Background: an optimization exercise with open tools, aiming at a short achievable clock period and few clock cycles. Do not read the settings as production practice. Where RTL was checked, it was by simulation tests only, not by an equivalence proof against the original. The RTL of run 1 was laid out without a check of its function. Power figures rest on the tool's default switching activity, not on a simulated workload.

## flow/design.v (module list and top-level ports; edited modules follow where they fit)
// module mcc_core: 313 lines
// module mcc_mul_a: 805 lines
// module mcc_mul_b: 240 lines
module mcc_core (
    input  wire        clk,
    input  wire        rst,           
    output wire [31:0] imem_addr,
    input  wire [31:0] imem_rdata,
    output wire        dmem_valid,
    output wire        dmem_we,
    output wire [31:0] dmem_addr,
    output wire [31:0] dmem_wdata,
    input  wire        dmem_ready,
    input  wire [31:0] dmem_rdata,
    output wire        wb_valid,
    output wire [3:0]  wb_reg,
    output wire [31:0] wb_data,
    output wire        halted
);
  // ...
==> flow/flow/run.sh <==
#!/bin/bash
set -euo pipefail
export SETUP_SLACK_MARGIN=$(cat flow/margin.txt)
bash standard.sh > standard_flow.log 2>&1
==> flow/flow/margin.txt <==
6.5
==> flow/standard.sh <==
#!/bin/bash
# synth_recipe.tcl (not shown) runs the flow's synth.tcl, then flattens the netlist and writes it again
# the make line also repeats each setting of config.mk as NAME=value (left out here)
make -C /OpenROAD-flow-scripts/flow DESIGN_CONFIG=/design/flow/config.mk WORK_HOME=/design/flow/orfs CLKGATE_MAP_FILE= SYNTH_SCRIPT=/design/flow/synth_recipe.tcl "${@:-finish}"
==> flow/config.mk <==
export PLATFORM = sky130hd
export DESIGN_NAME = mcc_core
export DESIGN_NICKNAME = mcc_core
export VERILOG_FILES = /design/flow/design.v
export SDC_FILE = /design/flow/constraint.sdc
export NUM_CORES = 4
export LEC_CHECK = 0
export ABC_CLOCK_PERIOD_IN_PS = 2500
export CAP_MARGIN = 30
export CORE_MARGIN = 2
export CORE_UTILIZATION = 40
export PLACE_DENSITY = 0.6
export SLEW_MARGIN = 20
==> flow/constraint.sdc <==
create_clock -name core_clock -period 10.0 [get_ports {clk}]
set_input_delay 2.0000 -clock core_clock [delete_from_list [all_inputs] [get_ports {clk}]]
set_output_delay 2.0000 -clock core_clock [all_outputs]
set_load 0.01 [all_outputs]
==> impl_results.md, run 1 <==
* Outcome: finished with violations
* SO Viols: capacitance limit, slew limit
* Count leader, synth: edfxtp_1
* Avg WL per Cell at 37.92 um
* Crit path time final at ~4800 ps
* Hold path start: e_halt$_DFFE_PN_
* Largest net degree at the start of global routing at 73
* Crit path depth at 18
* Worst skew pair latency at 920 ps
* Met3 WL at 78,040 um
* Largest register FFs at 448
* Multiplexer share of the synthesized area at 4.438%
* Fin. max-slew vios at 3
* Synth cell types at 97
* Crit path max-delay cell type: edfxtp_1
* Main synth FF type: edfxtp_1
* Pre-antenna DRT Iters at 14
* Most Used Layer, Global Route: met2
* Inverters at ~370
* Final ANT Viol Nets at 0
* CTS sink count at ~1,400
* DR WL met2 at 196,200 um
* Critical Path Most Common Cell: mux2_4
* Max cap viols at 1
* CTS root buffer: clkbuf_16
* Largest reg by FF count: rf
* Worst-path clk slew at 60 ps
* Final core occ at 53.53%
* Seq/Total Area, Yosys at 45.31%
==> module mcc_core, before the edit <==
module mcc_core (
    input  wire        clk,
    input  wire        rst,           
    output wire [31:0] imem_addr,
    input  wire [31:0] imem_rdata,
    output wire        dmem_valid,
    output wire        dmem_we,
    output wire [31:0] dmem_addr,
    output wire [31:0] dmem_wdata,
    input  wire        dmem_ready,
    input  wire [31:0] dmem_rdata,
    output wire        wb_valid,
    output wire [3:0]  wb_reg,
    output wire [31:0] wb_data,
    output wire        halted
);
    localparam [6:0] OP_ADD  = 7'd0,  OP_SUB  = 7'd1,  OP_AND  = 7'd2,
                     OP_OR   = 7'd3,  OP_XOR  = 7'd4,  OP_MUL  = 7'd5,
                     OP_SLL  = 7'd6,  OP_SRL  = 7'd7,  OP_SRA  = 7'd8,
                     OP_BEQ  = 7'd9,  OP_BNE  = 7'd10, OP_BLT  = 7'd11,
                     OP_BGT  = 7'd12, OP_BLE  = 7'd13, OP_BGE  = 7'd14,
                     OP_JAL  = 7'd15, OP_LW   = 7'd16, OP_SW   = 7'd17,
                     OP_LL   = 7'd18, OP_SC   = 7'd19, OP_HALT = 7'd20;
    localparam BHT_B = 6;
    localparam BHT_N = 1 << BHT_B;
    reg [31:0] pc;
    reg        stopped;               
    reg        halted_r;
    reg        rst_q;                 
    reg [31:0] rf [2:15];             
    reg [BHT_N-1:0] bht_seen;
    reg [1:0]       bht_ctr [0:BHT_N-1];
    reg        e_valid;
    reg        e_wr;                  
    reg [3:0]  e_dest;
    reg        e_late;                
    reg        e_branch, e_pred;
    reg [BHT_B-1:0] e_bidx;
    reg        e_halt;
    reg [31:0] e_imm, e_pc1;
    reg        e_add, e_sub, e_and, e_or, e_xor, e_sll, e_srl, e_sra;
    reg        e_jal, e_sc, e_mul, e_load, e_store, e_mem;
    reg        e_beq, e_bne, e_blt, e_bgt, e_ble, e_bge;
    reg [31:0] ea_a, ea_b;   reg ea_ar, ea_am, ea_aw, ea_br, ea_bm, ea_bw, ea_bi;    
    reg [31:0] es_a, es_b;   reg es_ar, es_am, es_aw, es_br, es_bm, es_bw, es_bi;    
    reg [31:0] ec_a, ec_b;   reg ec_ar, ec_am, ec_aw, ec_br, ec_bm, ec_bw;           
    reg [31:0] ex_a, ex_b;   reg ex_ar, ex_am, ex_aw, ex_br, ex_bm, ex_bw, ex_bi;    
    reg [31:0] ed_s;         reg ed_sr, ed_sm, ed_sw;                                
    reg        m_valid;
    reg        m_wr;
    reg [3:0]  m_dest;
    reg        m_load, m_we, m_mem, m_mul, m_halt;
    reg [31:0] m_res;                 
    reg [31:0] m_addr;
    reg [31:0] m_sdata;
    reg        r_valid;
    reg        r_we;
    reg [31:0] r_addr;
    reg [31:0] r_data;
    reg        m_iss;                 
    reg        w_valid;
    reg [3:0]  w_dest;
    reg [31:0] w_val;
    wire [31:0] ins   = imem_rdata;
    wire        f_isel = ins[31];
    wire [6:0]  f_op  = ins[30:24];
    wire [3:0]  f_rd  = ins[23:20];
    wire [3:0]  f_rs  = ins[19:16];
    wire [3:0]  f_rt  = ins[15:12];
    wire [31:0] f_imm = {{20{ins[11]}}, ins[11:0]};
    wire f_alu    = (f_op <= OP_SRA);
    wire f_branch = (f_op >= OP_BEQ) && (f_op <= OP_BGE);
    wire f_jal    = (f_op == OP_JAL);
    wire f_load   = (f_op == OP_LW) || (f_op == OP_LL);
    wire f_sw     = (f_op == OP_SW);
    wire f_sc     = (f_op == OP_SC);
    wire f_halt   = (f_op == OP_HALT);
    wire f_mul    = (f_op == OP_MUL);
    wire f_mem    = f_load || f_sw || f_sc;
    wire       f_wr   = f_jal || ((f_alu || f_load || f_sc) && (f_rd >= 4'd2));
    wire [3:0] f_dest = f_jal ? 4'd15 : f_rd;
    wire       f_use_rd = f_sw || f_sc;
    wire       f_ua = (f_op <= OP_XOR) || f_mem;           
    wire       f_us = (f_op >= OP_SLL) && (f_op <= OP_SRA);  
    function [31:0] rf_read(input [3:0] r);
        integer k;
        begin
            rf_read = 32'd0;
            for (k = 2; k < 16; k = k + 1)
                rf_read = rf_read | ({32{r == k}} & rf[k]);
        end
    endfunction
    wire [31:0] f_a = rf_read(f_rs);
    wire [31:0] f_b = rf_read(f_rt);
    wire [31:0] f_s = rf_read(f_rd);
    wire hz_late = e_valid && e_wr && e_late &&
                   ((f_rs == e_dest) || (f_rt == e_dest) || (f_use_rd && f_rd == e_dest));
    wire em = e_valid && e_wr;
    wire mw = m_valid && m_wr;
    wire fa_m = em && (f_rs == e_dest);
    wire fb_m = em && (f_rt == e_dest);
    wire fs_m = em && (f_rd == e_dest);
    wire fa_w = mw && (f_rs == m_dest) && !fa_m;
    wire fb_w = mw && (f_rt == m_dest) && !fb_m;
    wire fs_w = mw && (f_rd == m_dest) && !fs_m;
    wire fa_r = !fa_m && !fa_w;
    wire fb_r = !fb_m && !fb_w;
    wire fs_r = !fs_m && !fs_w;
    wire [BHT_B-1:0] f_bidx = pc[BHT_B-1:0];
    wire       f_seen   = bht_seen[f_bidx];
    wire [1:0] f_ctr    = bht_ctr[f_bidx];
    wire       f_static = (f_imm <= pc) || (f_op == OP_BNE);
    wire       f_pred   = f_jal || (f_branch && (f_seen ? f_ctr[1] : f_static));
    wire [31:0] pc1 = pc + 32'd1;
    function [31:0] fwd3(input r, input [31:0] rv, input m, input w);
        fwd3 = ({32{r}} & rv) | ({32{m}} & m_res) | ({32{w}} & w_val);
    endfunction
    wire [31:0] xa_a = fwd3(ea_ar, ea_a, ea_am, ea_aw);
    wire [31:0] xa_b = fwd3(ea_br, ea_b, ea_bm, ea_bw) | ({32{ea_bi}} & e_imm);
    wire [31:0] x_sum = xa_a + xa_b;
    wire [31:0] x_dif = xa_a - xa_b;
    wire [31:0] xs_a = fwd3(es_ar, es_a, es_am, es_aw);
    wire [31:0] xs_b = fwd3(es_br, es_b, es_bm, es_bw) | ({32{es_bi}} & e_imm);
    wire        x_big = |xs_b[31:5];
    wire [31:0] x_shl = xs_a << xs_b[4:0];
    wire [31:0] x_shr = xs_a >> xs_b[4:0];
    wire [31:0] x_asr = $signed(xs_a) >>> xs_b[4:0];
    wire [31:0] x_sll = x_big ? 32'd0 : x_shl;
    wire [31:0] x_srl = x_big ? 32'd0 : x_shr;
    wire [31:0] x_sra = x_big ? {32{xs_a[31]}} : x_asr;
    reg [31:0] x_res;
    always @(*) begin
        x_res = 32'd0;
        if (e_add) x_res = x_res | x_sum;
        if (e_sub) x_res = x_res | x_dif;
        if (e_and) x_res = x_res | (xa_a & xa_b);
        if (e_or)  x_res = x_res | (xa_a | xa_b);
        if (e_xor) x_res = x_res | (xa_a ^ xa_b);
        if (e_sll) x_res = x_res | x_sll;
        if (e_srl) x_res = x_res | x_srl;
        if (e_sra) x_res = x_res | x_sra;
        if (e_jal) x_res = x_res | e_pc1;
        if (e_sc)  x_res = x_res | 32'd1;
    end
    wire [31:0] xc_a = fwd3(ec_ar, ec_a, ec_am, ec_aw);
    wire [31:0] xc_b = fwd3(ec_br, ec_b, ec_bm, ec_bw);
    wire x_eq = (xc_a == xc_b);
    wire x_lt = ($signed(xc_a) < $signed(xc_b));
    wire x_taken = (e_beq && x_eq) || (e_bne && !x_eq) || (e_blt && x_lt) ||
                   (e_bgt && !x_lt && !x_eq) || (e_ble && (x_lt || x_eq)) ||
                   (e_bge && !x_lt);
    wire [31:0] xx_a = fwd3(ex_ar, ex_a, ex_am, ex_aw);
    wire [31:0] xx_b = fwd3(ex_br, ex_b, ex_bm, ex_bw) | ({32{ex_bi}} & e_imm);
    wire [118:0] x_mulq;
    mcc_mul_a u_mul_a (.a(xx_a), .b(xx_b), .q(x_mulq));
    wire [31:0] x_s = fwd3(ed_sr, ed_s, ed_sm, ed_sw);
    reg  [118:0] m_mulq;
    wire [31:0]     m_prod;
    mcc_mul_b u_mul_b (.q(m_mulq), .p(m_prod));
    wire r_free  = !r_valid || dmem_ready;           
    wire m_wait  = m_valid && m_mem && !m_iss;       
    wire r_from_m = m_wait && r_free;
    wire mstall = m_valid && ((m_mem && !m_iss && (m_load || !r_free)) ||
                              (m_load && m_iss && !dmem_ready) ||
                              (m_halt && r_valid && !dmem_ready));
    wire r_from_e = e_valid && e_mem && !mstall && r_free && !m_wait;
    wire [31:0] m_val = m_load ? dmem_rdata : m_mul ? m_prod : m_res;
    assign dmem_valid = r_valid;
    assign dmem_we    = r_we;
    assign dmem_addr  = r_addr;
    assign dmem_wdata = r_data;
    wire [31:0] x_alt = e_pred ? e_pc1 : e_imm;
    wire mispred  = e_valid && e_branch && (x_taken != e_pred);
    wire redirect = mispred && !mstall;
    wire issue    = !mstall && !redirect && !hz_late && !stopped;
    assign imem_addr = pc;
    assign wb_valid  = w_valid;
    assign wb_reg    = w_dest;
    assign wb_data   = w_val;
    assign halted    = halted_r;
    always @(posedge clk) begin
        if (rst) begin
            pc       <= 32'd0;
            stopped  <= 1'b0;
            halted_r <= 1'b0;
            e_valid  <= 1'b0;
            m_valid  <= 1'b0;
            w_valid  <= 1'b0;
            r_valid  <= 1'b0;
        end else begin
            if (r_from_m || r_from_e)
                r_valid <= 1'b1;
            else if (dmem_ready)
                r_valid <= 1'b0;
            if (!mstall)
                m_iss <= r_from_e;
            else if (r_from_m)
                m_iss <= 1'b1;
            if (redirect)
                pc <= x_alt;
            else if (issue && !f_halt)
                pc <= f_pred ? f_imm : pc1;
            if (issue && f_halt)
                stopped <= 1'b1;
            if (!mstall) begin
                e_valid <= issue;
                m_valid <= e_valid;
                w_valid <= m_valid && m_wr;
                if (m_valid && m_halt)
                    halted_r <= 1'b1;
            end else begin
                w_valid <= 1'b0;
            end
        end
    end
    integer i;
    always @(posedge clk) begin
        rst_q <= rst;
        if (rst_q) begin
            for (i = 2; i < 16; i = i + 1)
                rf[i] <= 32'd0;
            bht_seen <= {BHT_N{1'b0}};
            for (i = 0; i < BHT_N; i = i + 1)
                bht_ctr[i] <= 2'b00;
        end else begin
            if (m_valid && m_wr)
                rf[m_dest] <= m_val;
            if (e_valid && e_branch && !mstall) begin
                bht_seen[e_bidx] <= 1'b1;
                if (!bht_seen[e_bidx])
                    bht_ctr[e_bidx] <= x_taken ? 2'b10 : 2'b01;
                else if (x_taken && bht_ctr[e_bidx] != 2'b11)
                    bht_ctr[e_bidx] <= bht_ctr[e_bidx] + 2'b01;
                else if (!x_taken && bht_ctr[e_bidx] != 2'b00)
                    bht_ctr[e_bidx] <= bht_ctr[e_bidx] - 2'b01;
            end
        end
    end
    always @(posedge clk) begin
        if (!mstall) begin
            e_wr     <= f_wr;
            e_dest   <= f_dest;
            e_late   <= f_load || f_mul;
            e_branch <= f_branch;
            e_pred   <= f_pred;
            e_bidx   <= f_bidx;
            e_halt   <= f_halt;
            e_imm    <= f_imm;
            e_pc1    <= pc1;
            e_add    <= (f_op == OP_ADD);
            e_sub    <= (f_op == OP_SUB);
            e_and    <= (f_op == OP_AND);
            e_or     <= (f_op == OP_OR);
            e_xor    <= (f_op == OP_XOR);
            e_sll    <= (f_op == OP_SLL);
            e_srl    <= (f_op == OP_SRL);
            e_sra    <= (f_op == OP_SRA);
            e_mul    <= f_mul;
            e_jal    <= f_jal;
            e_sc     <= f_sc;
            e_load   <= f_load;
            e_store  <= f_sw || f_sc;
            e_mem    <= f_mem;
            e_beq    <= (f_op == OP_BEQ);
            e_bne    <= (f_op == OP_BNE);
            e_blt    <= (f_op == OP_BLT);
            e_bgt    <= (f_op == OP_BGT);
            e_ble    <= (f_op == OP_BLE);
            e_bge    <= (f_op == OP_BGE);
            ea_ar <= fa_r && f_ua; ea_am <= fa_m && f_ua; ea_aw <= fa_w && f_ua;
            ea_br <= fb_r && f_ua && !f_isel; ea_bm <= fb_m && f_ua && !f_isel;
            ea_bw <= fb_w && f_ua && !f_isel; ea_bi <= f_isel && f_ua;
            es_ar <= fa_r && f_us; es_am <= fa_m && f_us; es_aw <= fa_w && f_us;
            es_br <= fb_r && f_us && !f_isel; es_bm <= fb_m && f_us && !f_isel;
            es_bw <= fb_w && f_us && !f_isel; es_bi <= f_isel && f_us;
            ec_ar <= fa_r && f_branch; ec_am <= fa_m && f_branch; ec_aw <= fa_w && f_branch;
            ec_br <= fb_r && f_branch; ec_bm <= fb_m && f_branch; ec_bw <= fb_w && f_branch;
            ex_ar <= fa_r && f_mul; ex_am <= fa_m && f_mul; ex_aw <= fa_w && f_mul;
            ex_br <= fb_r && f_mul && !f_isel; ex_bm <= fb_m && f_mul && !f_isel;
            ex_bw <= fb_w && f_mul && !f_isel; ex_bi <= f_isel && f_mul;
            ed_sr <= fs_r && f_use_rd; ed_sm <= fs_m && f_use_rd; ed_sw <= fs_w && f_use_rd;
            if (f_ua) begin ea_a <= f_a; ea_b <= f_b; end
            if (f_us) begin es_a <= f_a; es_b <= f_b; end
            if (f_branch) begin ec_a <= f_a; ec_b <= f_b; end
            if (f_mul) begin ex_a <= f_a; ex_b <= f_b; end
            if (f_use_rd) ed_s <= f_s;
            m_wr    <= e_wr;
            m_dest  <= e_dest;
            m_load  <= e_load;
            m_we    <= e_store;
            m_mem   <= e_mem;
            m_mul   <= e_mul;
            m_halt  <= e_halt;
            m_res   <= x_res;
            m_addr  <= x_sum;
            m_sdata <= x_s;
            if (m_valid && m_wr) begin
                w_dest <= m_dest;
                w_val  <= m_val;
            end
        end
        if (r_from_m) begin
            r_we   <= m_we;
            r_addr <= m_addr;
            r_data <= m_sdata;
        end else if (r_from_e) begin
            r_we   <= e_store;
            r_addr <= x_sum;
            r_data <= x_s;
        end
        m_mulq <= x_mulq;
    end
endmodule
==> inputs of run 2 (changes only) <==
--- a/flow/design.v
+++ b/flow/design.v
@@ -20,52 +20,64 @@
                      OP_BEQ  = 7'd9,  OP_BNE  = 7'd10, OP_BLT  = 7'd11,
                      OP_BGT  = 7'd12, OP_BLE  = 7'd13, OP_BGE  = 7'd14,
                      OP_JAL  = 7'd15, OP_LW   = 7'd16, OP_SW   = 7'd17,
                      OP_LL   = 7'd18, OP_SC   = 7'd19, OP_HALT = 7'd20;
     localparam BHT_B = 6;
     localparam BHT_N = 1 << BHT_B;
     reg [31:0] pc;
     reg        stopped;               
+    reg        l_redir;               
+    reg [31:0] l_alt;                 
     reg        halted_r;
     reg        rst_q;                 
     reg [31:0] rf [2:15];             
     reg [BHT_N-1:0] bht_seen;
     reg [1:0]       bht_ctr [0:BHT_N-1];
     reg        e_valid;
     reg        e_wr;                  
     reg [3:0]  e_dest;
     reg        e_late;                
     reg        e_branch, e_pred;
     reg [BHT_B-1:0] e_bidx;
+    reg        u_valid, u_taken;      
+    reg [BHT_B-1:0] u_bidx;
     reg        e_halt;
     reg [31:0] e_imm, e_pc1;
     reg        e_add, e_sub, e_and, e_or, e_xor, e_sll, e_srl, e_sra;
     reg        e_jal, e_sc, e_mul, e_load, e_store, e_mem;
     reg        e_beq, e_bne, e_blt, e_bgt, e_ble, e_bge;
-    reg [31:0] ea_a, ea_b;   reg ea_ar, ea_am, ea_aw, ea_br, ea_bm, ea_bw, ea_bi;    
-    reg [31:0] es_a, es_b;   reg es_ar, es_am, es_aw, es_br, es_bm, es_bw, es_bi;    
-    reg [31:0] ec_a, ec_b;   reg ec_ar, ec_am, ec_aw, ec_br, ec_bm, ec_bw;           
-    reg [31:0] ex_a, ex_b;   reg ex_ar, ex_am, ex_aw, ex_br, ex_bm, ex_bw, ex_bi;    
-    reg [31:0] ed_s;         reg ed_sr, ed_sm, ed_sw;                                
+    reg [31:0] ea_a, ea_b;   reg ea_ar, ea_aw, ea_br, ea_bw, ea_bi;   reg [4:0] ea_am, ea_bm;   
+    reg [31:0] es_a, es_b;   reg es_ar, es_aw, es_br, es_bw, es_bi;   reg [4:0] es_am, es_bm;   
+    reg [31:0] ec_a, ec_b;   reg ec_ar, ec_aw, ec_br, ec_bw;          reg [4:0] ec_am, ec_bm;   
+    reg [31:0] ex_a, ex_b;   reg ex_ar, ex_aw, ex_br, ex_bw, ex_bi;   reg [4:0] ex_am, ex_bm;   
+    reg [31:0] ed_s;         reg ed_sr, ed_sw;                        reg [4:0] ed_sm;          
+    reg [4:0]  e_u;                   
+    reg        ea_ax, ea_bx, es_ax, es_bx, ec_ax, ec_bx, ex_ax, ex_bx, ed_sx;   
     reg        m_valid;
     reg        m_wr;
     reg [3:0]  m_dest;
     reg        m_load, m_we, m_mem, m_mul, m_halt;
-    reg [31:0] m_res;                 
-    reg [31:0] m_addr;
+    reg [31:0] m_sum, m_dif, m_lg, m_sh, m_k;
+    reg [4:0]  m_u;
     reg [31:0] m_sdata;
     reg        r_valid;
     reg        r_we;
     reg [31:0] r_addr;
     reg [31:0] r_data;
     reg        m_iss;                 
-    reg        w_valid;
+    reg        w_valid;               
+    reg        w_mul;
+    reg        w_halt;
     reg [3:0]  w_dest;
     reg [31:0] w_val;
+    reg [31:0] w_ra, w_rb;
+    reg        x_rep;                 
+    reg [3:0]  x_dest;
+    reg [31:0] x_val;
     wire [31:0] ins   = imem_rdata;
     wire        f_isel = ins[31];
     wire [6:0]  f_op  = ins[30:24];
     wire [3:0]  f_rd  = ins[23:20];
     wire [3:0]  f_rs  = ins[19:16];
     wire [3:0]  f_rt  = ins[15:12];
     wire [31:0] f_imm = {{20{ins[11]}}, ins[11:0]};
     wire f_alu    = (f_op <= OP_SRA);
@@ -90,154 +102,170 @@
                 rf_read = rf_read | ({32{r == k}} & rf[k]);
         end
     endfunction
     wire [31:0] f_a = rf_read(f_rs);
     wire [31:0] f_b = rf_read(f_rt);
     wire [31:0] f_s = rf_read(f_rd);
     wire hz_late = e_valid && e_wr && e_late &&
                    ((f_rs == e_dest) || (f_rt == e_dest) || (f_use_rd && f_rd == e_dest));
+    wire hz_mulm = m_valid && m_wr && m_mul &&
+                   ((f_rs == m_dest) || (f_rt == m_dest) || (f_use_rd && f_rd == m_dest));
     wire em = e_valid && e_wr;
     wire mw = m_valid && m_wr;
     wire fa_m = em && (f_rs == e_dest);
     wire fb_m = em && (f_rt == e_dest);
     wire fs_m = em && (f_rd == e_dest);
     wire fa_w = mw && (f_rs == m_dest) && !fa_m;
     wire fb_w = mw && (f_rt == m_dest) && !fb_m;
     wire fs_w = mw && (f_rd == m_dest) && !fs_m;
-    wire fa_r = !fa_m && !fa_w;
-    wire fb_r = !fb_m && !fb_w;
-    wire fs_r = !fs_m && !fs_w;
+    wire [4:0] fa_mu = {5{fa_m}} & e_u;
+    wire [4:0] fb_mu = {5{fb_m}} & e_u;
+    wire [4:0] fs_mu = {5{fs_m}} & e_u;
+    wire wx = w_valid && w_mul;
+    wire fa_x = wx && (f_rs == w_dest) && !fa_m && !fa_w;
+    wire fb_x = wx && (f_rt == w_dest) && !fb_m && !fb_w;
+    wire fs_x = wx && (f_rd == w_dest) && !fs_m && !fs_w;
+    wire fa_r = !fa_m && !fa_w && !fa_x;
+    wire fb_r = !fb_m && !fb_w && !fb_x;
+    wire fs_r = !fs_m && !fs_w && !fs_x;
     wire [BHT_B-1:0] f_bidx = pc[BHT_B-1:0];
     wire       f_seen   = bht_seen[f_bidx];
     wire [1:0] f_ctr    = bht_ctr[f_bidx];
     wire       f_static = (f_imm <= pc) || (f_op == OP_BNE);
     wire       f_pred   = f_jal || (f_branch && (f_seen ? f_ctr[1] : f_static));
     wire [31:0] pc1 = pc + 32'd1;
-    function [31:0] fwd3(input r, input [31:0] rv, input m, input w);
-        fwd3 = ({32{r}} & rv) | ({32{m}} & m_res) | ({32{w}} & w_val);
+    function [31:0] fwd3(input r, input [31:0] rv, input [4:0] m, input w, input x);
+        fwd3 = ({32{r}} & rv) | ({32{w}} & w_val) | ({32{x}} & x_val) |
+               ({32{m[0]}} & m_sum) | ({32{m[1]}} & m_dif) | ({32{m[2]}} & m_lg) |
+               ({32{m[3]}} & m_sh) | ({32{m[4]}} & m_k);
     endfunction
-    wire [31:0] xa_a = fwd3(ea_ar, ea_a, ea_am, ea_aw);
-    wire [31:0] xa_b = fwd3(ea_br, ea_b, ea_bm, ea_bw) | ({32{ea_bi}} & e_imm);
+    wire [31:0] xa_a = fwd3(ea_ar, ea_a, ea_am, ea_aw, ea_ax);
+    wire [31:0] xa_b = fwd3(ea_br, ea_b, ea_bm, ea_bw, ea_bx) | ({32{ea_bi}} & e_imm);
     wire [31:0] x_sum = xa_a + xa_b;
     wire [31:0] x_dif = xa_a - xa_b;
-    wire [31:0] xs_a = fwd3(es_ar, es_a, es_am, es_aw);
-    wire [31:0] xs_b = fwd3(es_br, es_b, es_bm, es_bw) | ({32{es_bi}} & e_imm);
+    wire [31:0] xs_a = fwd3(es_ar, es_a, es_am, es_aw, es_ax);
+    wire [31:0] xs_b = fwd3(es_br, es_b, es_bm, es_bw, es_bx) | ({32{es_bi}} & e_imm);
     wire        x_big = |xs_b[31:5];
     wire [31:0] x_shl = xs_a << xs_b[4:0];
     wire [31:0] x_shr = xs_a >> xs_b[4:0];
     wire [31:0] x_asr = $signed(xs_a) >>> xs_b[4:0];
     wire [31:0] x_sll = x_big ? 32'd0 : x_shl;
     wire [31:0] x_srl = x_big ? 32'd0 : x_shr;
     wire [31:0] x_sra = x_big ? {32{xs_a[31]}} : x_asr;
-    reg [31:0] x_res;
-    always @(*) begin
-        x_res = 32'd0;
-        if (e_add) x_res = x_res | x_sum;
-        if (e_sub) x_res = x_res | x_dif;
-        if (e_and) x_res = x_res | (xa_a & xa_b);
-        if (e_or)  x_res = x_res | (xa_a | xa_b);
-        if (e_xor) x_res = x_res | (xa_a ^ xa_b);
-        if (e_sll) x_res = x_res | x_sll;
-        if (e_srl) x_res = x_res | x_srl;
-        if (e_sra) x_res = x_res | x_sra;
-        if (e_jal) x_res = x_res | e_pc1;
-        if (e_sc)  x_res = x_res | 32'd1;
-    end
-    wire [31:0] xc_a = fwd3(ec_ar, ec_a, ec_am, ec_aw);
-    wire [31:0] xc_b = fwd3(ec_br, ec_b, ec_bm, ec_bw);
+    wire [31:0] x_lg = ({32{e_and}} & (xa_a & xa_b)) | ({32{e_or}} & (xa_a | xa_b)) |
+                       ({32{e_xor}} & (xa_a ^ xa_b));
+    wire [31:0] x_sh = ({32{e_sll}} & x_sll) | ({32{e_srl}} & x_srl) | ({32{e_sra}} & x_sra);
+    wire [31:0] x_k  = e_jal ? e_pc1 : 32'd1;       
+    wire [31:0] xc_a = fwd3(ec_ar, ec_a, ec_am, ec_aw, ec_ax);
+    wire [31:0] xc_b = fwd3(ec_br, ec_b, ec_bm, ec_bw, ec_bx);
     wire x_eq = (xc_a == xc_b);
     wire x_lt = ($signed(xc_a) < $signed(xc_b));
     wire x_taken = (e_beq && x_eq) || (e_bne && !x_eq) || (e_blt && x_lt) ||
                    (e_bgt && !x_lt && !x_eq) || (e_ble && (x_lt || x_eq)) ||
                    (e_bge && !x_lt);
-    wire [31:0] xx_a = fwd3(ex_ar, ex_a, ex_am, ex_aw);
-    wire [31:0] xx_b = fwd3(ex_br, ex_b, ex_bm, ex_bw) | ({32{ex_bi}} & e_imm);
-    wire [118:0] x_mulq;
+    wire [31:0] xx_a = fwd3(ex_ar, ex_a, ex_am, ex_aw, ex_ax);
+    wire [31:0] xx_b = fwd3(ex_br, ex_b, ex_bm, ex_bw, ex_bx) | ({32{ex_bi}} & e_imm);
+    wire [166:0] x_mulq;
     mcc_mul_a u_mul_a (.a(xx_a), .b(xx_b), .q(x_mulq));
-    wire [31:0] x_s = fwd3(ed_sr, ed_s, ed_sm, ed_sw);
-    reg  [118:0] m_mulq;
-    wire [31:0]     m_prod;
-    mcc_mul_b u_mul_b (.q(m_mulq), .p(m_prod));
+    wire [31:0] x_s = fwd3(ed_sr, ed_s, ed_sm, ed_sw, ed_sx);
+    reg  [166:0] m_mulq;
+    wire [31:0]     m_ra, m_rb;
+    mcc_mul_b u_mul_b (.q(m_mulq), .ra(m_ra), .rb(m_rb));
     wire r_free  = !r_valid || dmem_ready;           
     wire m_wait  = m_valid && m_mem && !m_iss;       
     wire r_from_m = m_wait && r_free;
     wire mstall = m_valid && ((m_mem && !m_iss && (m_load || !r_free)) ||
                               (m_load && m_iss && !dmem_ready) ||
                               (m_halt && r_valid && !dmem_ready));
-    wire r_from_e = e_valid && e_mem && !mstall && r_free && !m_wait;
-    wire [31:0] m_val = m_load ? dmem_rdata : m_mul ? m_prod : m_res;
+    wire r_from_e = e_valid && e_mem && !mstall && r_free && !m_wait && !l_redir;
+    wire [31:0] m_res = ({32{m_u[0]}} & m_sum) | ({32{m_u[1]}} & m_dif) | ({32{m_u[2]}} & m_lg) |
+                        ({32{m_u[3]}} & m_sh) | ({32{m_u[4]}} & m_k);
+    wire [31:0] m_val = m_load ? dmem_rdata : m_res;
+    wire [31:0] w_prod  = w_ra + w_rb;
+    wire [31:0] w_final = w_mul ? w_prod : w_val;
     assign dmem_valid = r_valid;
     assign dmem_we    = r_we;
     assign dmem_addr  = r_addr;
     assign dmem_wdata = r_data;
     wire [31:0] x_alt = e_pred ? e_pc1 : e_imm;
     wire mispred  = e_valid && e_branch && (x_taken != e_pred);
-    wire redirect = mispred && !mstall;
-    wire issue    = !mstall && !redirect && !hz_late && !stopped;
+    wire issue    = !mstall && !l_redir && !hz_late && !hz_mulm && !stopped;
     assign imem_addr = pc;
-    assign wb_valid  = w_valid;
-    assign wb_reg    = w_dest;
-    assign wb_data   = w_val;
+    assign wb_valid  = x_rep;
+    assign wb_reg    = x_dest;
+    assign wb_data   = x_val;
     assign halted    = halted_r;
     always @(posedge clk) begin
         if (rst) begin
             pc       <= 32'd0;
             stopped  <= 1'b0;
             halted_r <= 1'b0;
             e_valid  <= 1'b0;
+            u_valid  <= 1'b0;
+            l_redir  <= 1'b0;
             m_valid  <= 1'b0;
             w_valid  <= 1'b0;
+            w_halt   <= 1'b0;
+            x_rep    <= 1'b0;
             r_valid  <= 1'b0;
         end else begin
             if (r_from_m || r_from_e)
                 r_valid <= 1'b1;
             else if (dmem_ready)
                 r_valid <= 1'b0;
             if (!mstall)
                 m_iss <= r_from_e;
             else if (r_from_m)
                 m_iss <= 1'b1;
-            if (redirect)
-                pc <= x_alt;
+            if (l_redir)
+                pc <= l_alt;
             else if (issue && !f_halt)
                 pc <= f_pred ? f_imm : pc1;
-            if (issue && f_halt)
+            if (l_redir)
+                stopped <= 1'b0;
+            else if (issue && f_halt)
                 stopped <= 1'b1;
+            l_redir <= mispred && !mstall && !l_redir;
+            u_valid <= e_valid && e_branch && !mstall && !l_redir;
             if (!mstall) begin
                 e_valid <= issue;
-                m_valid <= e_valid;
+                m_valid <= e_valid && !l_redir;
                 w_valid <= m_valid && m_wr;
-                if (m_valid && m_halt)
+                w_halt  <= m_valid && m_halt;
+                x_rep   <= w_valid;
+                if (w_halt)
                     halted_r <= 1'b1;
             end else begin
-                w_valid <= 1'b0;
+                x_rep   <= 1'b0;
             end
         end
     end
     integer i;
     always @(posedge clk) begin
         rst_q <= rst;
         if (rst_q) begin
             for (i = 2; i < 16; i = i + 1)
                 rf[i] <= 32'd0;
             bht_seen <= {BHT_N{1'b0}};
             for (i = 0; i < BHT_N; i = i + 1)
                 bht_ctr[i] <= 2'b00;
         end else begin
-            if (m_valid && m_wr)
+            if (w_valid && w_mul)
+                rf[w_dest] <= w_prod;
+            if (m_valid && m_wr && !m_mul)
                 rf[m_dest] <= m_val;
-            if (e_valid && e_branch && !mstall) begin
-                bht_seen[e_bidx] <= 1'b1;
-                if (!bht_seen[e_bidx])
-                    bht_ctr[e_bidx] <= x_taken ? 2'b10 : 2'b01;
-                else if (x_taken && bht_ctr[e_bidx] != 2'b11)
-                    bht_ctr[e_bidx] <= bht_ctr[e_bidx] + 2'b01;
-                else if (!x_taken && bht_ctr[e_bidx] != 2'b00)
-                    bht_ctr[e_bidx] <= bht_ctr[e_bidx] - 2'b01;
+            if (u_valid) begin
+                bht_seen[u_bidx] <= 1'b1;
+                if (!bht_seen[u_bidx])
+                    bht_ctr[u_bidx] <= u_taken ? 2'b10 : 2'b01;
+                else if (u_taken && bht_ctr[u_bidx] != 2'b11)
+                    bht_ctr[u_bidx] <= bht_ctr[u_bidx] + 2'b01;
+                else if (!u_taken && bht_ctr[u_bidx] != 2'b00)
+                    bht_ctr[u_bidx] <= bht_ctr[u_bidx] - 2'b01;
             end
         end
     end
     always @(posedge clk) begin
         if (!mstall) begin
             e_wr     <= f_wr;
             e_dest   <= f_dest;
             e_late   <= f_load || f_mul;
@@ -253,70 +281,91 @@
             e_or     <= (f_op == OP_OR);
             e_xor    <= (f_op == OP_XOR);
             e_sll    <= (f_op == OP_SLL);
             e_srl    <= (f_op == OP_SRL);
             e_sra    <= (f_op == OP_SRA);
             e_mul    <= f_mul;
             e_jal    <= f_jal;
             e_sc     <= f_sc;
+            e_u      <= {f_jal || f_sc, f_us, (f_op == OP_AND) || (f_op == OP_OR) || (f_op == OP_XOR),
+                         f_op == OP_SUB, f_op == OP_ADD};
             e_load   <= f_load;
             e_store  <= f_sw || f_sc;
             e_mem    <= f_mem;
             e_beq    <= (f_op == OP_BEQ);
             e_bne    <= (f_op == OP_BNE);
             e_blt    <= (f_op == OP_BLT);
             e_bgt    <= (f_op == OP_BGT);
             e_ble    <= (f_op == OP_BLE);
             e_bge    <= (f_op == OP_BGE);
-            ea_ar <= fa_r && f_ua; ea_am <= fa_m && f_ua; ea_aw <= fa_w && f_ua;
-            ea_br <= fb_r && f_ua && !f_isel; ea_bm <= fb_m && f_ua && !f_isel;
+            ea_ar <= fa_r && f_ua; ea_am <= fa_mu & {5{f_ua}}; ea_aw <= fa_w && f_ua;
+            ea_br <= fb_r && f_ua && !f_isel; ea_bm <= fb_mu & {5{f_ua && !f_isel}};
             ea_bw <= fb_w && f_ua && !f_isel; ea_bi <= f_isel && f_ua;
-            es_ar <= fa_r && f_us; es_am <= fa_m && f_us; es_aw <= fa_w && f_us;
-            es_br <= fb_r && f_us && !f_isel; es_bm <= fb_m && f_us && !f_isel;
+            es_ar <= fa_r && f_us; es_am <= fa_mu & {5{f_us}}; es_aw <= fa_w && f_us;
+            es_br <= fb_r && f_us && !f_isel; es_bm <= fb_mu & {5{f_us && !f_isel}};
             es_bw <= fb_w && f_us && !f_isel; es_bi <= f_isel && f_us;
-            ec_ar <= fa_r && f_branch; ec_am <= fa_m && f_branch; ec_aw <= fa_w && f_branch;
-            ec_br <= fb_r && f_branch; ec_bm <= fb_m && f_branch; ec_bw <= fb_w && f_branch;
-            ex_ar <= fa_r && f_mul; ex_am <= fa_m && f_mul; ex_aw <= fa_w && f_mul;
-            ex_br <= fb_r && f_mul && !f_isel; ex_bm <= fb_m && f_mul && !f_isel;
+            ec_ar <= fa_r && f_branch; ec_am <= fa_mu & {5{f_branch}}; ec_aw <= fa_w && f_branch;
+            ec_br <= fb_r && f_branch; ec_bm <= fb_mu & {5{f_branch}}; ec_bw <= fb_w && f_branch;
+            ex_ar <= fa_r && f_mul; ex_am <= fa_mu & {5{f_mul}}; ex_aw <= fa_w && f_mul;
+            ex_br <= fb_r && f_mul && !f_isel; ex_bm <= fb_mu & {5{f_mul && !f_isel}};
             ex_bw <= fb_w && f_mul && !f_isel; ex_bi <= f_isel && f_mul;
-            ed_sr <= fs_r && f_use_rd; ed_sm <= fs_m && f_use_rd; ed_sw <= fs_w && f_use_rd;
+            ea_ax <= fa_x && f_ua; ea_bx <= fb_x && f_ua && !f_isel;
+            es_ax <= fa_x && f_us; es_bx <= fb_x && f_us && !f_isel;
+            ec_ax <= fa_x && f_branch; ec_bx <= fb_x && f_branch;
+            ex_ax <= fa_x && f_mul; ex_bx <= fb_x && f_mul && !f_isel;
+            ed_sx <= fs_x && f_use_rd;
+            ed_sr <= fs_r && f_use_rd; ed_sm <= fs_mu & {5{f_use_rd}}; ed_sw <= fs_w && f_use_rd;
             if (f_ua) begin ea_a <= f_a; ea_b <= f_b; end
             if (f_us) begin es_a <= f_a; es_b <= f_b; end
             if (f_branch) begin ec_a <= f_a; ec_b <= f_b; end
             if (f_mul) begin ex_a <= f_a; ex_b <= f_b; end
             if (f_use_rd) ed_s <= f_s;
             m_wr    <= e_wr;
             m_dest  <= e_dest;
             m_load  <= e_load;
             m_we    <= e_store;
             m_mem   <= e_mem;
             m_mul   <= e_mul;
             m_halt  <= e_halt;
-            m_res   <= x_res;
-            m_addr  <= x_sum;
+            m_sum   <= x_sum;
+            m_dif   <= x_dif;
+            m_lg    <= x_lg;
+            m_sh    <= x_sh;
+            m_k     <= x_k;
+            m_u     <= e_u;
             m_sdata <= x_s;
+            w_mul <= m_mul;
             if (m_valid && m_wr) begin
                 w_dest <= m_dest;
                 w_val  <= m_val;
             end
+            w_ra <= m_ra;
+            w_rb <= m_rb;
+            if (w_valid) begin
+                x_dest <= w_dest;
+                x_val  <= w_final;
+            end
         end
         if (r_from_m) begin
             r_we   <= m_we;
-            r_addr <= m_addr;
+            r_addr <= m_sum;
             r_data <= m_sdata;
         end else if (r_from_e) begin
             r_we   <= e_store;
             r_addr <= x_sum;
             r_data <= x_s;
         end
+        u_taken <= x_taken;
+        l_alt   <= x_alt;
+        u_bidx  <= e_bidx;
         m_mulq <= x_mulq;
     end
 endmodule
-module mcc_mul_a (input wire [31:0] a, input wire [31:0] b, output wire [118:0] q);
+module mcc_mul_a (input wire [31:0] a, input wire [31:0] b, output wire [166:0] q);
     wire one0 = b[0] ^ 1'b0;
     wire two0 = (b[1] & ~b[0] & ~1'b0) | (~b[1] & b[0] & 1'b0);
     wire neg0 = b[1];
     wire pp0_0 = ((one0 & a[0]) | (two0 & 1'b0)) ^ neg0;
     wire pp0_1 = ((one0 & a[1]) | (two0 & a[0])) ^ neg0;
     wire pp0_2 = ((one0 & a[2]) | (two0 & a[1])) ^ neg0;
     wire pp0_3 = ((one0 & a[3]) | (two0 & a[2])) ^ neg0;
     wire pp0_4 = ((one0 & a[4]) | (two0 & a[3])) ^ neg0;
@@ -891,16 +940,352 @@
     wire s257 = c124 ^ c126 ^ c128;
     wire c258 = (c124 & c126) | (c124 & c128) | (c126 & c128);
     wire s259 = c32 ^ s137 ^ s139;
     wire c260 = (c32 & s137) | (c32 & s139) | (s137 & s139);
     wire s261 = s141 ^ s143 ^ c130;
     wire c262 = (s141 & s143) | (s141 & c130) | (s143 & c130);
     wire s263 = c132 ^ c134 ^ c136;
     wire c264 = (c132 & c134) | (c132 & c136) | (c134 & c136);
+    assign q[0] = pp0_0;
+    assign q[1] = neg0;
+    assign q[2] = pp0_1;
+    assign q[3] = pp0_2;
+    assign q[4] = pp1_0;
+    assign q[5] = neg1;
+    assign q[6] = pp0_3;
+    assign q[7] = pp1_1;
+    assign q[8] = pp0_4;
+    assign q[9] = pp1_2;
+    assign q[10] = pp2_0;
+    assign q[11] = neg2;
+    assign q[12] = pp0_5;
+    assign q[13] = pp1_3;
+    assign q[14] = pp2_1;
+    assign q[15] = pp0_6;
+    assign q[16] = pp1_4;
+    assign q[17] = pp2_2;
+    assign q[18] = pp3_0;
+    assign q[19] = neg3;
+    assign q[20] = pp0_7;
+    assign q[21] = pp1_5;
+    assign q[22] = pp2_3;
+    assign q[23] = pp3_1;
+    assign q[24] = pp0_8;
+    assign q[25] = pp1_6;
+    assign q[26] = pp2_4;
+    assign q[27] = pp3_2;
+    assign q[28] = pp4_0;
+    assign q[29] = neg4;
+    assign q[30] = pp0_9;
+    assign q[31] = pp1_7;
+    assign q[32] = pp2_5;
+    assign q[33] = pp3_3;
+    assign q[34] = pp4_1;
+    assign q[35] = pp2_6;
+    assign q[36] = pp3_4;
+    assign q[37] = pp4_2;
+    assign q[38] = pp5_0;
+    assign q[39] = neg5;
+    assign q[40] = s145;
+    assign q[41] = pp2_7;
+    assign q[42] = pp3_5;
+    assign q[43] = pp4_3;
+    assign q[44] = pp5_1;
+    assign q[45] = s147;
+    assign q[46] = c146;
+    assign q[47] = pp5_2;
+    assign q[48] = pp6_0;
+    assign q[49] = neg6;
+    assign q[50] = s149;
+    assign q[51] = s151;
+    assign q[52] = c148;
+    assign q[53] = pp5_3;
+    assign q[54] = pp6_1;
+    assign q[55] = s153;
+    assign q[56] = s155;
+    assign q[57] = c150;
+    assign q[58] = c152;
+    assign q[59] = neg7;
+    assign q[60] = s157;
+    assign q[61] = s159;
+    assign q[62] = s161;
+    assign q[63] = c154;
+    assign q[64] = c156;
+    assign q[65] = s163;
+    assign q[66] = s165;
+    assign q[67] = s167;
+    assign q[68] = c158;
+    assign q[69] = c160;
+    assign q[70] = c162;
+    assign q[71] = s169;
+    assign q[72] = s171;
+    assign q[73] = s173;
+    assign q[74] = c164;
+    assign q[75] = c166;
+    assign q[76] = c168;
+    assign q[77] = s175;
+    assign q[78] = s177;
+    assign q[79] = s179;
+    assign q[80] = c170;
+    assign q[81] = c172;
+    assign q[82] = c174;
+    assign q[83] = s181;
+    assign q[84] = s183;
+    assign q[85] = s185;
+    assign q[86] = c176;
+    assign q[87] = c178;
+    assign q[88] = c180;
+    assign q[89] = s187;
+    assign q[90] = s189;
+    assign q[91] = s191;
+    assign q[92] = c182;
+    assign q[93] = c184;
+    assign q[94] = c186;
+    assign q[95] = s193;
+    assign q[96] = s195;
+    assign q[97] = s197;
+    assign q[98] = c188;
+    assign q[99] = c190;
+    assign q[100] = c192;
+    assign q[101] = s199;
+    assign q[102] = s201;
+    assign q[103] = s203;
+    assign q[104] = c194;
+    assign q[105] = c196;
+    assign q[106] = c198;
+    assign q[107] = s205;
+    assign q[108] = s207;
+    assign q[109] = s209;
+    assign q[110] = c200;
+    assign q[111] = c202;
+    assign q[112] = c204;
+    assign q[113] = s211;
+    assign q[114] = s213;
+    assign q[115] = s215;
+    assign q[116] = c206;
+    assign q[117] = c208;
+    assign q[118] = c210;
+    assign q[119] = s217;
+    assign q[120] = s219;
+    assign q[121] = s221;
+    assign q[122] = c212;
+    assign q[123] = c214;
+    assign q[124] = c216;
+    assign q[125] = s223;
+    assign q[126] = s225;
+    assign q[127] = s227;
+    assign q[128] = c218;
+    assign q[129] = c220;
+    assign q[130] = c222;
+    assign q[131] = s229;
+    assign q[132] = s231;
+    assign q[133] = s233;
+    assign q[134] = c224;
+    assign q[135] = c226;
+    assign q[136] = c228;
+    assign q[137] = s235;
+    assign q[138] = s237;
+    assign q[139] = s239;
+    assign q[140] = c230;
+    assign q[141] = c232;
+    assign q[142] = c234;
+    assign q[143] = s241;
+    assign q[144] = s243;
+    assign q[145] = s245;
+    assign q[146] = c236;
+    assign q[147] = c238;
+    assign q[148] = c240;
+    assign q[149] = s247;
+    assign q[150] = s249;
+    assign q[151] = s251;
+    assign q[152] = c242;
+    assign q[153] = c244;
+    assign q[154] = c246;
+    assign q[155] = s253;
+    assign q[156] = s255;
+    assign q[157] = s257;
+    assign q[158] = c248;
+    assign q[159] = c250;
+    assign q[160] = c252;
+    assign q[161] = s259;
+    assign q[162] = s261;
+    assign q[163] = s263;
+    assign q[164] = c254;
+    assign q[165] = c256;
+    assign q[166] = c258;
+endmodule
+module mcc_mul_b (input wire [166:0] q, output wire [31:0] ra, output wire [31:0] rb);
+    wire pp0_0 = q[0];
+    wire neg0 = q[1];
+    wire pp0_1 = q[2];
+    wire pp0_2 = q[3];
+    wire pp1_0 = q[4];
+    wire neg1 = q[5];
+    wire pp0_3 = q[6];
+    wire pp1_1 = q[7];
+    wire pp0_4 = q[8];
+    wire pp1_2 = q[9];
+    wire pp2_0 = q[10];
+    wire neg2 = q[11];
+    wire pp0_5 = q[12];
+    wire pp1_3 = q[13];
+    wire pp2_1 = q[14];
+    wire pp0_6 = q[15];
+    wire pp1_4 = q[16];
+    wire pp2_2 = q[17];
+    wire pp3_0 = q[18];
+    wire neg3 = q[19];
+    wire pp0_7 = q[20];
+    wire pp1_5 = q[21];
+    wire pp2_3 = q[22];
+    wire pp3_1 = q[23];
+    wire pp0_8 = q[24];
+    wire pp1_6 = q[25];
+    wire pp2_4 = q[26];
+    wire pp3_2 = q[27];
+    wire pp4_0 = q[28];
+    wire neg4 = q[29];
+    wire pp0_9 = q[30];
+    wire pp1_7 = q[31];
+    wire pp2_5 = q[32];
+    wire pp3_3 = q[33];
+    wire pp4_1 = q[34];
+    wire pp2_6 = q[35];
+    wire pp3_4 = q[36];
+    wire pp4_2 = q[37];
+    wire pp5_0 = q[38];
+    wire neg5 = q[39];
+    wire s145 = q[40];
+    wire pp2_7 = q[41];
+    wire pp3_5 = q[42];
+    wire pp4_3 = q[43];
+    wire pp5_1 = q[44];
+    wire s147 = q[45];
+    wire c146 = q[46];
+    wire pp5_2 = q[47];
+    wire pp6_0 = q[48];
+    wire neg6 = q[49];
+    wire s149 = q[50];
+    wire s151 = q[51];
+    wire c148 = q[52];
+    wire pp5_3 = q[53];
+    wire pp6_1 = q[54];
+    wire s153 = q[55];
+    wire s155 = q[56];
+    wire c150 = q[57];
+    wire c152 = q[58];
+    wire neg7 = q[59];
+    wire s157 = q[60];
+    wire s159 = q[61];
+    wire s161 = q[62];
+    wire c154 = q[63];
+    wire c156 = q[64];
+    wire s163 = q[65];
+    wire s165 = q[66];
+    wire s167 = q[67];
+    wire c158 = q[68];
+    wire c160 = q[69];
+    wire c162 = q[70];
+    wire s169 = q[71];
+    wire s171 = q[72];
+    wire s173 = q[73];
+    wire c164 = q[74];
+    wire c166 = q[75];
+    wire c168 = q[76];
+    wire s175 = q[77];
+    wire s177 = q[78];
+    wire s179 = q[79];
+    wire c170 = q[80];
+    wire c172 = q[81];
+    wire c174 = q[82];
+    wire s181 = q[83];
+    wire s183 = q[84];
+    wire s185 = q[85];
+    wire c176 = q[86];
+    wire c178 = q[87];
+    wire c180 = q[88];
+    wire s187 = q[89];
+    wire s189 = q[90];
+    wire s191 = q[91];
+    wire c182 = q[92];
+    wire c184 = q[93];
+    wire c186 = q[94];
+    wire s193 = q[95];
+    wire s195 = q[96];
+    wire s197 = q[97];
+    wire c188 = q[98];
+    wire c190 = q[99];
+    wire c192 = q[100];
+    wire s199 = q[101];
+    wire s201 = q[102];
+    wire s203 = q[103];
+    wire c194 = q[104];
+    wire c196 = q[105];
+    wire c198 = q[106];
+    wire s205 = q[107];
+    wire s207 = q[108];
+    wire s209 = q[109];
+    wire c200 = q[110];
+    wire c202 = q[111];
+    wire c204 = q[112];
+    wire s211 = q[113];
+    wire s213 = q[114];
+    wire s215 = q[115];
+    wire c206 = q[116];
+    wire c208 = q[117];
+    wire c210 = q[118];
+    wire s217 = q[119];
+    wire s219 = q[120];
+    wire s221 = q[121];
+    wire c212 = q[122];
+    wire c214 = q[123];
+    wire c216 = q[124];
+    wire s223 = q[125];
+    wire s225 = q[126];
+    wire s227 = q[127];
+    wire c218 = q[128];
+    wire c220 = q[129];
+    wire c222 = q[130];
+    wire s229 = q[131];
+    wire s231 = q[132];
+    wire s233 = q[133];
+    wire c224 = q[134];
+    wire c226 = q[135];
+    wire c228 = q[136];
+    wire s235 = q[137];
+    wire s237 = q[138];
+    wire s239 = q[139];
+    wire c230 = q[140];
+    wire c232 = q[141];
+    wire c234 = q[142];
+    wire s241 = q[143];
+    wire s243 = q[144];
+    wire s245 = q[145];
+    wire c236 = q[146];
+    wire c238 = q[147];
+    wire c240 = q[148];
+    wire s247 = q[149];
+    wire s249 = q[150];
+    wire s251 = q[151];
+    wire c242 = q[152];
+    wire c244 = q[153];
+    wire c246 = q[154];
+    wire s253 = q[155];
+    wire s255 = q[156];
+    wire s257 = q[157];
+    wire c248 = q[158];
+    wire c250 = q[159];
+    wire c252 = q[160];
+    wire s259 = q[161];
+    wire s261 = q[162];
+    wire s263 = q[163];
+    wire c254 = q[164];
+    wire c256 = q[165];
+    wire c258 = q[166];
     wire s265 = pp0_6 ^ pp1_4;
     wire c266 = pp0_6 & pp1_4;
     wire s267 = pp0_7 ^ pp1_5;
     wire c268 = pp0_7 & pp1_5;
     wire s269 = pp0_8 ^ pp1_6 ^ pp2_4;
     wire c270 = (pp0_8 & pp1_6) | (pp0_8 & pp2_4) | (pp1_6 & pp2_4);
     wire s271 = pp3_2 ^ pp4_0;
     wire c272 = pp3_2 & pp4_0;
@@ -991,256 +1376,16 @@
     wire s357 = s253 ^ s255 ^ s257;
     wire c358 = (s253 & s255) | (s253 & s257) | (s255 & s257);
     wire s359 = c248 ^ c250 ^ c252;
     wire c360 = (c248 & c250) | (c248 & c252) | (c250 & c252);
     wire s361 = s259 ^ s261 ^ s263;
     wire c362 = (s259 & s261) | (s259 & s263) | (s261 & s263);
     wire s363 = c254 ^ c256 ^ c258;
     wire c364 = (c254 & c256) | (c254 & c258) | (c256 & c258);
-    assign q[0] = pp0_0;
-    assign q[1] = neg0;
-    assign q[2] = pp0_1;
-    assign q[3] = pp0_2;
-    assign q[4] = pp1_0;
-    assign q[5] = neg1;
-    assign q[6] = pp0_3;
-    assign q[7] = pp1_1;
-    assign q[8] = pp0_4;
-    assign q[9] = pp1_2;
-    assign q[10] = pp2_0;
-    assign q[11] = neg2;
-    assign q[12] = pp0_5;
-    assign q[13] = pp1_3;
-    assign q[14] = pp2_1;
-    assign q[15] = pp2_2;
-    assign q[16] = pp3_0;
-    assign q[17] = neg3;
-    assign q[18] = s265;
-    assign q[19] = pp2_3;
-    assign q[20] = pp3_1;
-    assign q[21] = s267;
-    assign q[22] = c266;
-    assign q[23] = neg4;
-    assign q[24] = s269;
-    assign q[25] = s271;
-    assign q[26] = c268;
-    assign q[27] = s273;
-    assign q[28] = s275;
-    assign q[29] = c270;
-    assign q[30] = c272;
-    assign q[31] = s277;
-    assign q[32] = s279;
-    assign q[33] = c274;
-    assign q[34] = c276;
-    assign q[35] = s281;
-    assign q[36] = s283;
-    assign q[37] = c278;
-    assign q[38] = c280;
-    assign q[39] = s285;
-    assign q[40] = s287;
-    assign q[41] = c282;
-    assign q[42] = c284;
-    assign q[43] = s289;
-    assign q[44] = s291;
-    assign q[45] = c286;
-    assign q[46] = c288;
-    assign q[47] = s293;
-    assign q[48] = s295;
-    assign q[49] = c290;
-    assign q[50] = c292;
-    assign q[51] = s297;
-    assign q[52] = s299;
-    assign q[53] = c294;
-    assign q[54] = c296;
-    assign q[55] = s301;
-    assign q[56] = s303;
-    assign q[57] = c298;
-    assign q[58] = c300;
-    assign q[59] = s305;
-    assign q[60] = s307;
-    assign q[61] = c302;
-    assign q[62] = c304;
-    assign q[63] = s309;
-    assign q[64] = s311;
-    assign q[65] = c306;
-    assign q[66] = c308;
-    assign q[67] = s313;
-    assign q[68] = s315;
-    assign q[69] = c310;
-    assign q[70] = c312;
-    assign q[71] = s317;
-    assign q[72] = s319;
-    assign q[73] = c314;
-    assign q[74] = c316;
-    assign q[75] = s321;
-    assign q[76] = s323;
-    assign q[77] = c318;
-    assign q[78] = c320;
-    assign q[79] = s325;
-    assign q[80] = s327;
-    assign q[81] = c322;
-    assign q[82] = c324;
-    assign q[83] = s329;
-    assign q[84] = s331;
-    assign q[85] = c326;
-    assign q[86] = c328;
-    assign q[87] = s333;
-    assign q[88] = s335;
-    assign q[89] = c330;
-    assign q[90] = c332;
-    assign q[91] = s337;
-    assign q[92] = s339;
-    assign q[93] = c334;
-    assign q[94] = c336;
-    assign q[95] = s341;
-    assign q[96] = s343;
-    assign q[97] = c338;
-    assign q[98] = c340;
-    assign q[99] = s345;
-    assign q[100] = s347;
-    assign q[101] = c342;
-    assign q[102] = c344;
-    assign q[103] = s349;
-    assign q[104] = s351;
-    assign q[105] = c346;
-    assign q[106] = c348;
-    assign q[107] = s353;
-    assign q[108] = s355;
-    assign q[109] = c350;
-    assign q[110] = c352;
-    assign q[111] = s357;
-    assign q[112] = s359;
-    assign q[113] = c354;
-    assign q[114] = c356;
-    assign q[115] = s361;
-    assign q[116] = s363;
-    assign q[117] = c358;
-    assign q[118] = c360;
-endmodule
-module mcc_mul_b (input wire [118:0] q, output wire [31:0] p);
-    wire pp0_0 = q[0];
-    wire neg0 = q[1];
-    wire pp0_1 = q[2];
-    wire pp0_2 = q[3];
-    wire pp1_0 = q[4];
-    wire neg1 = q[5];
-    wire pp0_3 = q[6];
-    wire pp1_1 = q[7];
-    wire pp0_4 = q[8];
-    wire pp1_2 = q[9];
-    wire pp2_0 = q[10];
-    wire neg2 = q[11];
-    wire pp0_5 = q[12];
-    wire pp1_3 = q[13];
-    wire pp2_1 = q[14];
-    wire pp2_2 = q[15];
-    wire pp3_0 = q[16];
-    wire neg3 = q[17];
-    wire s265 = q[18];
-    wire pp2_3 = q[19];
-    wire pp3_1 = q[20];
-    wire s267 = q[21];
-    wire c266 = q[22];
-    wire neg4 = q[23];
-    wire s269 = q[24];
-    wire s271 = q[25];
-    wire c268 = q[26];
-    wire s273 = q[27];
-    wire s275 = q[28];
-    wire c270 = q[29];
-    wire c272 = q[30];
-    wire s277 = q[31];
-    wire s279 = q[32];
-    wire c274 = q[33];
-    wire c276 = q[34];
-    wire s281 = q[35];
-    wire s283 = q[36];
-    wire c278 = q[37];
-    wire c280 = q[38];
-    wire s285 = q[39];
-    wire s287 = q[40];
-    wire c282 = q[41];
-    wire c284 = q[42];
-    wire s289 = q[43];
-    wire s291 = q[44];
-    wire c286 = q[45];
-    wire c288 = q[46];
-    wire s293 = q[47];
-    wire s295 = q[48];
-    wire c290 = q[49];
-    wire c292 = q[50];
-    wire s297 = q[51];
-    wire s299 = q[52];
-    wire c294 = q[53];
-    wire c296 = q[54];
-    wire s301 = q[55];
-    wire s303 = q[56];
-    wire c298 = q[57];
-    wire c300 = q[58];
-    wire s305 = q[59];
-    wire s307 = q[60];
-    wire c302 = q[61];
-    wire c304 = q[62];
-    wire s309 = q[63];
-    wire s311 = q[64];
-    wire c306 = q[65];
-    wire c308 = q[66];
-    wire s313 = q[67];
-    wire s315 = q[68];
-    wire c310 = q[69];
-    wire c312 = q[70];
-    wire s317 = q[71];
-    wire s319 = q[72];
-    wire c314 = q[73];
-    wire c316 = q[74];
-    wire s321 = q[75];
-    wire s323 = q[76];
-    wire c318 = q[77];
-    wire c320 = q[78];
-    wire s325 = q[79];
-    wire s327 = q[80];
-    wire c322 = q[81];
-    wire c324 = q[82];
-    wire s329 = q[83];
-    wire s331 = q[84];
-    wire c326 = q[85];
-    wire c328 = q[86];
-    wire s333 = q[87];
-    wire s335 = q[88];
-    wire c330 = q[89];
-    wire c332 = q[90];
-    wire s337 = q[91];
-    wire s339 = q[92];
-    wire c334 = q[93];
-    wire c336 = q[94];
-    wire s341 = q[95];
-    wire s343 = q[96];
-    wire c338 = q[97];
-    wire c340 = q[98];
-    wire s345 = q[99];
-    wire s347 = q[100];
-    wire c342 = q[101];
-    wire c344 = q[102];
-    wire s349 = q[103];
-    wire s351 = q[104];
-    wire c346 = q[105];
-    wire c348 = q[106];
-    wire s353 = q[107];
-    wire s355 = q[108];
-    wire c350 = q[109];
-    wire c352 = q[110];
-    wire s357 = q[111];
-    wire s359 = q[112];
-    wire c354 = q[113];
-    wire c356 = q[114];
-    wire s361 = q[115];
-    wire s363 = q[116];
-    wire c358 = q[117];
-    wire c360 = q[118];
     wire s365 = pp0_4 ^ pp1_2;
     wire c366 = pp0_4 & pp1_2;
     wire s367 = pp0_5 ^ pp1_3;
     wire c368 = pp0_5 & pp1_3;
     wire s369 = pp2_2 ^ pp3_0 ^ neg3;
     wire c370 = (pp2_2 & pp3_0) | (pp2_2 & neg3) | (pp3_0 & neg3);
     wire s371 = pp2_3 ^ pp3_1 ^ s267;
     wire c372 = (pp2_3 & pp3_1) | (pp2_3 & s267) | (pp3_1 & s267);
@@ -1347,12 +1492,11 @@
     wire s473 = c348 ^ s413 ^ c412;
     wire c474 = (c348 & s413) | (c348 & c412) | (s413 & c412);
     wire s475 = c352 ^ s415 ^ c414;
     wire c476 = (c352 & s415) | (c352 & c414) | (s415 & c414);
     wire s477 = c356 ^ s417 ^ c416;
     wire c478 = (c356 & s417) | (c356 & c416) | (s417 & c416);
     wire s479 = c360 ^ s419 ^ c418;
     wire c480 = (c360 & s419) | (c360 & c418) | (s419 & c418);
-    wire [31:0] ra = {s479, s477, s475, s473, s471, s469, s467, s465, s463, s461, s459, s457, s455, s453, s451, s449, s447, s445, s443, s441, s439, s437, s435, s433, s431, s429, s427, s425, s423, neg1, pp0_1, pp0_0};
-    wire [31:0] rb = {c478, c476, c474, c472, c470, c468, c466, c464, c462, c460, c458, c456, c454, c452, c450, c448, c446, c444, c442, c440, c438, c436, c434, c432, c430, c428, c426, c424, c422, s421, 1'b0, neg0};
-    assign p = ra + rb;
+    assign ra = {s479, s477, s475, s473, s471, s469, s467, s465, s463, s461, s459, s457, s455, s453, s451, s449, s447, s445, s443, s441, s439, s437, s435, s433, s431, s429, s427, s425, s423, neg1, pp0_1, pp0_0};
+    assign rb = {c478, c476, c474, c472, c470, c468, c466, c464, c462, c460, c458, c456, c454, c452, c450, c448, c446, c444, c442, c440, c438, c436, c434, c432, c430, c428, c426, c424, c422, s421, 1'b0, neg0};
 endmodule
==> flow/flow/run.sh (replaced) <==
#!/bin/bash
set -euo pipefail
read -r -a extra < flow/make_args.txt
bash standard.sh "${extra[@]}" finish > standard_flow.log 2>&1
==> flow/flow/make_args.txt (new file) <==
SETUP_SLACK_MARGIN=7.5
==> flow/config.mk (replaced) <==
export PLATFORM = sky130hd
export DESIGN_NAME = mcc_core
export DESIGN_NICKNAME = mcc_core
export VERILOG_FILES = /design/flow/design.v
export SDC_FILE = /design/flow/constraint.sdc
export NUM_CORES = 4
export LEC_CHECK = 0
export ABC_CLOCK_PERIOD_IN_PS = 2500
export CAP_MARGIN = 40
export CORE_MARGIN = 2
export CORE_UTILIZATION = 40
export PLACE_DENSITY = 0.6
export SLEW_MARGIN = 40
removed: flow/flow/margin.txt
==> impl_results.md, run 2 <==
* Gp weighted congestion at 1.069
* Cell Area, Synth at 0.1087 sq mm
* Placed insts at 13,950
* Tool Error: [ERROR GRT-0232] Routing congestion too high. Check the congestion heatmap in the GUI.
* Outcome: stopped before the end
* Largest cells by area after synthesis: edfxtp_1 39%, a22oi_1 10%, dfxtp_1 5.9%
* Stage reached: global routing (5_1_grt)
* Syn Area/Cell at 9.944 sq um
* Worst slack, placed at 4220 ps
* Most common library cells after synthesis: 1,484 x a22oi_1, 1,428 x edfxtp_1, 1,114 x clkbuf_1, 625 x nor2_1, 544 x o21ai_0
* Synth Instances at 10,930
* GRT Residual Overflow at 4
* Synthesized flop and latch total at 1,747
* Htree depth at 4
* Die width at roughly 530 um
* Largest area contributor in the netlist: edfxtp_1
* Port Buf Inserts at 202
* Synth cell types at 91 (-6.2%)
* Main synth FF type: edfxtp_1
* Count leader, synth: a22oi_1
* FFs w/ async S/R, synth at 0%
* # IOs at 203
* Seq/Total Area, Yosys at 45.32% (about the same)
* Chip Height at 525.3 um
* Top-area cell type share of the netlist area at roughly two fifths
* CTS sink count at 1,747 (+23%)
* FP Rows at 191
* Largest net degree at the start of global routing at 68
* Yosys warns at 1
* DP Wirelength at 401,600 um
* GRT Total Usage at 56.42%
* Starting density of the core at 40.18%
* CTS root buffer: clkbuf_16
* Clock buffer depth at 4
* CTS Buf Count at 205
* Mapped Nets at between 10,000 and 15,000
* EDFF count, synth at 1,428
## run 2: changes by cell type after synthesis, moves of 85 or more
cell and change:
nand3_1 +93, nand2_1 -248, o21ai_0 +119, inv_1 +96
a22oi_1 +924, edfxtp_1 +247, a21oi_1 -121, a222oi_1 -98
nand4_1 +147, nor2_1 -390, dfxtp_1 +85, o22ai_1 +312
clkbuf_1 +369
## run 2: how the worst max path moves through the flow
stage	cells after the start	from	endpoint	slack, ps
floorplan	5	dmem_ready	x_dest[0]$_DFFE_PP_	280
CTS	17	ea_bx$_DFFE_PN_	m_dif[30]$_DFFE_PN_	5650
global placement	13	imem_rdata[11]	pc[18]$_SDFFE_PP0N_	3550
detailed placement	13	imem_rdata[30]	pc[18]$_SDFFE_PP0N_	4220
## run 2: timing repair
item,4_1_cts
endpoints found under the setup margin,3039
cloned,269
pin swaps,854
gates resized for setup,4257
setup buffers,1417
hold buffers,0
## run 2: kinds of logic after synthesis
logic type / Yosys count / share of synthesized area [%]
buffers and inverters: 1723 / 6.086
XOR/XNOR: 235 / 1.894
multiplexers: 210 / 2.331
AND/OR/NAND/NOR: 2398 / 11.20
AO/OA/AOI/OAI: 4191 / 26.95
flip-flops: 1747 / 45.32
adder cells (fa/ha/maj): 427 / 6.220
## run 2: metrics by stage
stage          power (mW)  area [sq um]
3_5_place_dp        10.29        115700
2_1_floorplan       9.276        108900
3_3_place_gp        10.25        114900
4_1_cts             19.12        157300
## run 2: power groups by stage
stage                     clock [mW]  sequential (mW)  combinational, mW
after floorplan                    0             8.30              0.971
after global placement             0             8.54               1.71
after detailed placement           0             8.54               1.75
after CTS                       7.94             8.29               2.89
## run 2: routing by layer
metal | GRT overflow | global-route usage [%]
met5 | 0 | 26.15
met4 | 3 | 54.05
met3 | 1 | 41.23
met2 | 0 | 70.49
met1 | 0 | 57.80
Testbench counts of run 2, summed over its fixed seeds: cycles 51,925.

[static timing again, ports no longer ideal]
The results above use ideal ports. As a check the final layout listed here was re-extracted and re-timed, cells and wires unchanged.
Step 1: set_driving_cell puts a clkbuf_16 on clk and a buf_2 on each other input, an assumption about the parent block.
Step 2 adds t to the input delays and takes it off the output delays; t is the mean of the earliest and latest rising clock arrival at the registers after step 1. Input paths then give back, and output paths get back, about the clock's delay inside the block.
Slacks: ideal / step 1 / step 2; pairs: ideal / step 1.
run: run 1
t, ns: 0.973
setup slack, ns: 5.214 / 5.214 / 5.003
hold WS [ns]: 0.409 / 0.409 / 0.409
worst setup path at the end: input to register
The setup slack of run 1 moves by 0.000 ns with the drivers and by -0.211 ns with both steps.
